This is an optimization exercise on Yosys and OpenROAD, whose aim is small area, a short achievable clock period and few clock cycles per item, not a production implementation.
Only simulation tests tie the RTL to the original design; equivalence was not proved.

==> branch cedar: inputs <==
// srgbtf
module srgbtf (
    input  wire         clk,
    input  wire         rst,
    input  wire         cmd_valid,
    output wire         cmd_ready,
    input  wire [7:0]   cmd_cw,
    input  wire [127:0] cmd_a,
    input  wire [7:0]   cmd_b,
    output wire         rsp_valid,
    input  wire         rsp_ready,
    output wire [1:0]   rsp_st,
    output wire [127:0] rsp_d
);
    localparam [1:0] ST_OK      = 2'd0;
    localparam [1:0] ST_BAD_HEX = 2'd1;
    localparam [1:0] ST_ILLEGAL = 2'd2;
    localparam [1:0] K_PASS = 2'd0;      
    localparam [1:0] K_E2L  = 2'd1;      
    localparam [1:0] K_LUT  = 2'd2;      
    localparam [1:0] K_HEX  = 2'd3;      
    reg          v1;
    reg  [7:0]   s1_cw;
    reg  [127:0] s1_a;
    reg          s1_len8;
    reg          va, vb;                 
    wire         s1_take = !v1 || !vb;   
    assign cmd_ready = s1_take;
    always @(posedge clk) begin
        if (rst)
            v1 <= 1'b0;
        else if (s1_take)
            v1 <= cmd_valid;
        if (s1_take) begin
            s1_cw   <= cmd_cw;
            s1_a    <= cmd_a;
            s1_len8 <= (cmd_b == 8'd8);
        end
    end
    wire [3:0] op    = s1_cw[7:4];
    wire       z0    = (s1_cw[3:1] == 3'd0);
    wire       z     = z0 && !s1_cw[0];
    wire       c_enc = (op == 4'h1) && z;
    wire       c_lut = (op == 4'h2) && z;
    wire       c_pk  = (op == 4'h3 || op == 4'h4) && z0;
    wire       c_hxf = (op == 4'h5) && z;
    wire       c_hxp = (op == 4'h6) && z;
    wire       c_e2l = (op == 4'h7) && z;
    wire       c_l2e = (op == 4'h8) && z;
    wire       legal = c_enc | c_lut | c_pk | c_hxf | c_hxp | c_e2l | c_l2e;
    wire [31:0] enc_r_in = c_enc ? s1_a[31:0] : s1_a[127:96];
    wire [7:0]  enc_r, enc_g, enc_b, enc_a;
    srgbtf_enc_color u_enc_r (.x(enc_r_in),     .q(enc_r));
    srgbtf_enc_color u_enc_g (.x(s1_a[95:64]),  .q(enc_g));
    srgbtf_enc_color u_enc_b (.x(s1_a[63:32]),  .q(enc_b));
    srgbtf_enc_alpha u_enc_a (.x(s1_a[31:0]),   .q(enc_a));
    wire [31:0] swapped = s1_cw[0] ? {s1_a[15:8], s1_a[23:16], s1_a[31:24], s1_a[7:0]}
                                   : s1_a[31:0];
    reg [31:0] hex_value;
    reg        hex_ok;
    reg [7:0]  ch;
    integer j;
    always @* begin
  ...
==> module srgbtf, before the edit <==
module srgbtf (
    input  wire         clk,
    input  wire         rst,
    input  wire         cmd_valid,
    output wire         cmd_ready,
    input  wire [7:0]   cmd_cw,
    input  wire [127:0] cmd_a,
    input  wire [7:0]   cmd_b,
    output wire         rsp_valid,
    input  wire         rsp_ready,
    output wire [1:0]   rsp_st,
    output wire [127:0] rsp_d
);
    localparam [1:0] ST_OK      = 2'd0;
    localparam [1:0] ST_BAD_HEX = 2'd1;
    localparam [1:0] ST_ILLEGAL = 2'd2;
    localparam [1:0] K_PASS = 2'd0;      
    localparam [1:0] K_E2L  = 2'd1;      
    localparam [1:0] K_LUT  = 2'd2;      
    localparam [1:0] K_HEX  = 2'd3;      
    reg          v1;
    reg  [7:0]   s1_cw;
    reg  [127:0] s1_a;
    reg          s1_len8;
    reg          va, vb;                 
    wire         s1_take = !v1 || !vb;   
    assign cmd_ready = s1_take;
    always @(posedge clk) begin
        if (rst)
            v1 <= 1'b0;
        else if (s1_take)
            v1 <= cmd_valid;
        if (s1_take) begin
            s1_cw   <= cmd_cw;
            s1_a    <= cmd_a;
            s1_len8 <= (cmd_b == 8'd8);
        end
    end
    wire [3:0] op    = s1_cw[7:4];
    wire       z0    = (s1_cw[3:1] == 3'd0);
    wire       z     = z0 && !s1_cw[0];
    wire       c_enc = (op == 4'h1) && z;
    wire       c_lut = (op == 4'h2) && z;
    wire       c_pk  = (op == 4'h3 || op == 4'h4) && z0;
    wire       c_hxf = (op == 4'h5) && z;
    wire       c_hxp = (op == 4'h6) && z;
    wire       c_e2l = (op == 4'h7) && z;
    wire       c_l2e = (op == 4'h8) && z;
    wire       legal = c_enc | c_lut | c_pk | c_hxf | c_hxp | c_e2l | c_l2e;
    wire [31:0] enc_r_in = c_enc ? s1_a[31:0] : s1_a[127:96];
    wire [7:0]  enc_r, enc_g, enc_b, enc_a;
    srgbtf_enc_color u_enc_r (.x(enc_r_in),     .q(enc_r));
    srgbtf_enc_color u_enc_g (.x(s1_a[95:64]),  .q(enc_g));
    srgbtf_enc_color u_enc_b (.x(s1_a[63:32]),  .q(enc_b));
    srgbtf_enc_alpha u_enc_a (.x(s1_a[31:0]),   .q(enc_a));
    wire [31:0] swapped = s1_cw[0] ? {s1_a[15:8], s1_a[23:16], s1_a[31:24], s1_a[7:0]}
                                   : s1_a[31:0];
    reg [31:0] hex_value;
    reg        hex_ok;
    reg [7:0]  ch;
    integer j;
    always @* begin
        hex_ok    = s1_len8;
        hex_value = 32'd0;
        for (j = 0; j < 8; j = j + 1) begin
            ch = s1_a[8*j +: 8];
            if (ch >= 8'h30 && ch <= 8'h39)
                hex_value[4*j +: 4] = ch[3:0];
            else if ((ch >= 8'h41 && ch <= 8'h46) || (ch >= 8'h61 && ch <= 8'h66))
                hex_value[4*j +: 4] = ch[3:0] + 4'd9;
            else
                hex_ok = 1'b0;
        end
    end
    wire [31:0] n_d = ({32{c_l2e}} & {enc_r, enc_g, enc_b, enc_a})
                    | ({32{c_enc}} & {24'd0, enc_r})
                    | ({32{c_lut}} & {s1_a[7:0], 24'd0})
                    | ({32{c_pk}}  & swapped)
                    | ({32{c_hxp}} & hex_value)
                    | ({32{c_e2l | c_hxf}} & s1_a[31:0]);
    wire [1:0]  n_k = c_e2l ? K_E2L : c_lut ? K_LUT : c_hxf ? K_HEX : K_PASS;
    wire [1:0]  n_st = !legal ? ST_ILLEGAL : (c_hxp && !hex_ok) ? ST_BAD_HEX : ST_OK;
    reg  [31:0] a_d, b_d;
    reg  [1:0]  a_k, b_k, a_st, b_st;
    reg         v3;
    wire        s3_take = !v3 || rsp_ready;
    wire        pop     = va && s3_take;
    wire        push    = v1 && !vb;
    always @(posedge clk) begin
        if (rst) begin
            va <= 1'b0;
            vb <= 1'b0;
        end else begin
            if (pop || !va)
                va <= vb || push;
            if (pop)
                vb <= 1'b0;
            else if (push && va)
                vb <= 1'b1;
        end
        if (pop || !va) begin
            a_d  <= vb ? b_d  : n_d;
            a_k  <= vb ? b_k  : n_k;
            a_st <= vb ? b_st : n_st;
        end
        if (!vb) begin
            b_d  <= n_d;
            b_k  <= n_k;
            b_st <= n_st;
        end
    end
    wire [31:0] dec_r, dec_g, dec_b, dec_a;
    srgbtf_lut_rom       u_lut_r (.idx(a_d[31:24]), .word(dec_r));
    srgbtf_lut_rom       u_lut_g (.idx(a_d[23:16]), .word(dec_g));
    srgbtf_lut_rom       u_lut_b (.idx(a_d[15:8]),  .word(dec_b));
    srgbtf_alpha_dec_rom u_adec  (.idx(a_d[7:0]),   .word(dec_a));
    function [7:0] hex_char;
        input [3:0] v;
        begin
            hex_char = (v <= 4'd9) ? (8'h30 + {4'd0, v}) : (8'h57 + {4'd0, v});
        end
    endfunction
    reg [63:0] hex_text;
    integer k;
    always @* begin
        for (k = 0; k < 8; k = k + 1)
            hex_text[8*k +: 8] = hex_char(a_d[4*k +: 4]);
    end
    wire k_pass = (a_k == K_PASS);
    wire k_e2l  = (a_k == K_E2L);
    wire k_lut  = (a_k == K_LUT);
    wire k_hex  = (a_k == K_HEX);
    wire [127:0] r_d;
    assign r_d[127:64] = {64{k_e2l}} & {dec_r, dec_g};
    assign r_d[63:32]  = ({32{k_e2l}} & dec_b) | ({32{k_hex}} & hex_text[63:32]);
    assign r_d[31:0]   = ({32{k_e2l}} & dec_a) | ({32{k_lut}} & dec_r)
                       | ({32{k_hex}} & hex_text[31:0]) | ({32{k_pass}} & a_d);
    reg  [1:0]   out_st;
    reg  [127:0] out_d;
    always @(posedge clk) begin
        if (rst)
            v3 <= 1'b0;
        else if (s3_take)
            v3 <= va;
        if (s3_take) begin
            out_st <= a_st;
            out_d  <= r_d;
        end
    end
    assign rsp_valid = v3;
    assign rsp_st    = out_st;
    assign rsp_d     = out_d;
endmodule
make LEC_CHECK=0 CAP_MARGIN=40 CORE_MARGIN=2 CORE_UTILIZATION=30 PLACE_DENSITY=0.45 SLEW_MARGIN=40 SYNTH_MEMORY_MAX_BITS=16384 finish   # period 22.0 ns
run.sh (not shown) runs the stock make flow with config.mk's settings and CLKGATE_MAP_FILE= SYNTH_SCRIPT=/design/flow/synth_recipe.tcl, a recipe that flattens the netlist after the stock synthesis.
==> branch delta: changes against branch cedar <==
--- a/flow/design.v
+++ b/flow/design.v
@@ -856,5 +856,5 @@
     reg          v1;
-    reg  [7:0]   s1_cw;
     reg  [127:0] s1_a;
     reg          s1_len8;
+    reg          c_enc, c_lut, c_pk, c_ord, c_hxf, c_hxp, c_e2l, c_l2e;
     reg          va, vb;                 
@@ -862,2 +862,5 @@
     assign cmd_ready = s1_take;
+    wire [3:0] op = cmd_cw[7:4];
+    wire       z0 = (cmd_cw[3:1] == 3'd0);
+    wire       z  = z0 && !cmd_cw[0];
     always @(posedge clk) begin
@@ -868,25 +871,22 @@
         if (s1_take) begin
-            s1_cw   <= cmd_cw;
             s1_a    <= cmd_a;
             s1_len8 <= (cmd_b == 8'd8);
+            c_enc   <= (op == 4'h1) && z;
+            c_lut   <= (op == 4'h2) && z;
+            c_pk    <= (op == 4'h3 || op == 4'h4) && z0;
+            c_ord   <= cmd_cw[0];
+            c_hxf   <= (op == 4'h5) && z;
+            c_hxp   <= (op == 4'h6) && z;
+            c_e2l   <= (op == 4'h7) && z;
+            c_l2e   <= (op == 4'h8) && z;
         end
     end
-    wire [3:0] op    = s1_cw[7:4];
-    wire       z0    = (s1_cw[3:1] == 3'd0);
-    wire       z     = z0 && !s1_cw[0];
-    wire       c_enc = (op == 4'h1) && z;
-    wire       c_lut = (op == 4'h2) && z;
-    wire       c_pk  = (op == 4'h3 || op == 4'h4) && z0;
-    wire       c_hxf = (op == 4'h5) && z;
-    wire       c_hxp = (op == 4'h6) && z;
-    wire       c_e2l = (op == 4'h7) && z;
-    wire       c_l2e = (op == 4'h8) && z;
-    wire       legal = c_enc | c_lut | c_pk | c_hxf | c_hxp | c_e2l | c_l2e;
-    wire [31:0] enc_r_in = c_enc ? s1_a[31:0] : s1_a[127:96];
+    wire legal = c_enc | c_lut | c_pk | c_hxf | c_hxp | c_e2l | c_l2e;
+    wire [31:0] enc_r_in = ({32{c_enc}} & s1_a[31:0]) | ({32{c_l2e}} & s1_a[127:96]);
     wire [7:0]  enc_r, enc_g, enc_b, enc_a;
-    srgbtf_enc_color u_enc_r (.x(enc_r_in),     .q(enc_r));
-    srgbtf_enc_color u_enc_g (.x(s1_a[95:64]),  .q(enc_g));
-    srgbtf_enc_color u_enc_b (.x(s1_a[63:32]),  .q(enc_b));
-    srgbtf_enc_alpha u_enc_a (.x(s1_a[31:0]),   .q(enc_a));
-    wire [31:0] swapped = s1_cw[0] ? {s1_a[15:8], s1_a[23:16], s1_a[31:24], s1_a[7:0]}
+    srgbtf_enc_color u_enc_r (.x(enc_r_in),                  .q(enc_r));
+    srgbtf_enc_color u_enc_g (.x({32{c_l2e}} & s1_a[95:64]), .q(enc_g));
+    srgbtf_enc_color u_enc_b (.x({32{c_l2e}} & s1_a[63:32]), .q(enc_b));
+    srgbtf_enc_alpha u_enc_a (.x({32{c_l2e}} & s1_a[31:0]),  .q(enc_a));
+    wire [31:0] swapped = c_ord ? {s1_a[15:8], s1_a[23:16], s1_a[31:24], s1_a[7:0]}
                                    : s1_a[31:0];
@@ -909,4 +909,3 @@
     end
-    wire [31:0] n_d = ({32{c_l2e}} & {enc_r, enc_g, enc_b, enc_a})
-                    | ({32{c_enc}} & {24'd0, enc_r})
+    wire [31:0] n_d = {{8{c_l2e}} & enc_r, enc_g, enc_b, enc_a | ({8{c_enc}} & enc_r)}
                     | ({32{c_lut}} & {s1_a[7:0], 24'd0})
@@ -946,7 +945,11 @@
     end
+    wire k_pass = (a_k == K_PASS);
+    wire k_e2l  = (a_k == K_E2L);
+    wire k_lut  = (a_k == K_LUT);
+    wire k_hex  = (a_k == K_HEX);
     wire [31:0] dec_r, dec_g, dec_b, dec_a;
-    srgbtf_lut_rom       u_lut_r (.idx(a_d[31:24]), .word(dec_r));
-    srgbtf_lut_rom       u_lut_g (.idx(a_d[23:16]), .word(dec_g));
-    srgbtf_lut_rom       u_lut_b (.idx(a_d[15:8]),  .word(dec_b));
-    srgbtf_alpha_dec_rom u_adec  (.idx(a_d[7:0]),   .word(dec_a));
+    srgbtf_lut_rom       u_lut_r (.idx({8{k_e2l | k_lut}} & a_d[31:24]), .word(dec_r));
+    srgbtf_lut_rom       u_lut_g (.idx({8{k_e2l}} & a_d[23:16]),         .word(dec_g));
+    srgbtf_lut_rom       u_lut_b (.idx({8{k_e2l}} & a_d[15:8]),          .word(dec_b));
+    srgbtf_alpha_dec_rom u_adec  (.idx({8{k_e2l}} & a_d[7:0]),           .word(dec_a));
     function [7:0] hex_char;
@@ -963,10 +966,7 @@
     end
-    wire k_pass = (a_k == K_PASS);
-    wire k_e2l  = (a_k == K_E2L);
-    wire k_lut  = (a_k == K_LUT);
-    wire k_hex  = (a_k == K_HEX);
     wire [127:0] r_d;
-    assign r_d[127:64] = {64{k_e2l}} & {dec_r, dec_g};
-    assign r_d[63:32]  = ({32{k_e2l}} & dec_b) | ({32{k_hex}} & hex_text[63:32]);
-    assign r_d[31:0]   = ({32{k_e2l}} & dec_a) | ({32{k_lut}} & dec_r)
+    assign r_d[127:96] = {32{k_e2l}} & dec_r;
+    assign r_d[95:64]  = dec_g;
+    assign r_d[63:32]  = dec_b | ({32{k_hex}} & hex_text[63:32]);
+    assign r_d[31:0]   = dec_a | ({32{k_lut}} & dec_r)
                        | ({32{k_hex}} & hex_text[31:0]) | ({32{k_pass}} & a_d);
==> flow/flow/run.sh (new file) <==
#!/bin/bash
# The standard layout (the standard.sh, unchanged synthesis), with ORFS's
# timing repair steps asked to leave setup slack of at least MARGIN ns
# against the design's clock, so that the achieved period shrinks.
set -uo pipefail
MARGIN=16
bash standard.sh SETUP_SLACK_MARGIN=$MARGIN finish > flow_standard.log 2>&1
==> flow/standard.sh (new file) <==
#!/bin/bash
# synth_recipe.tcl (not shown) runs the flow's synth.tcl, then flattens the netlist and writes it again
# the make line also repeats each setting of config.mk as NAME=value (left out here)
make -C /OpenROAD-flow-scripts/flow DESIGN_CONFIG=/design/flow/config.mk WORK_HOME=/design/flow/orfs CLKGATE_MAP_FILE= SYNTH_SCRIPT=/design/flow/synth_recipe.tcl "${@:-finish}"
Settings changed: CORE_UTILIZATION 30 to 50, PLACE_DENSITY 0.45 to 0.65, SYNTH_MEMORY_MAX_BITS 16384 to 1048576.
removed: flow/run.sh
==> run summary <==
item	branch cedar	branch delta
Total of warnings raised by yosys	5	5
Status	aborted with a tool error	aborted with a tool error
Last stage reached	synthesis	global routing
Testbench counts of branch cedar, summed over its fixed seeds: cycles 32,024, items 32,000.
Testbench counts of branch delta, summed over its fixed seeds: cycles 32,024, items 32,000.
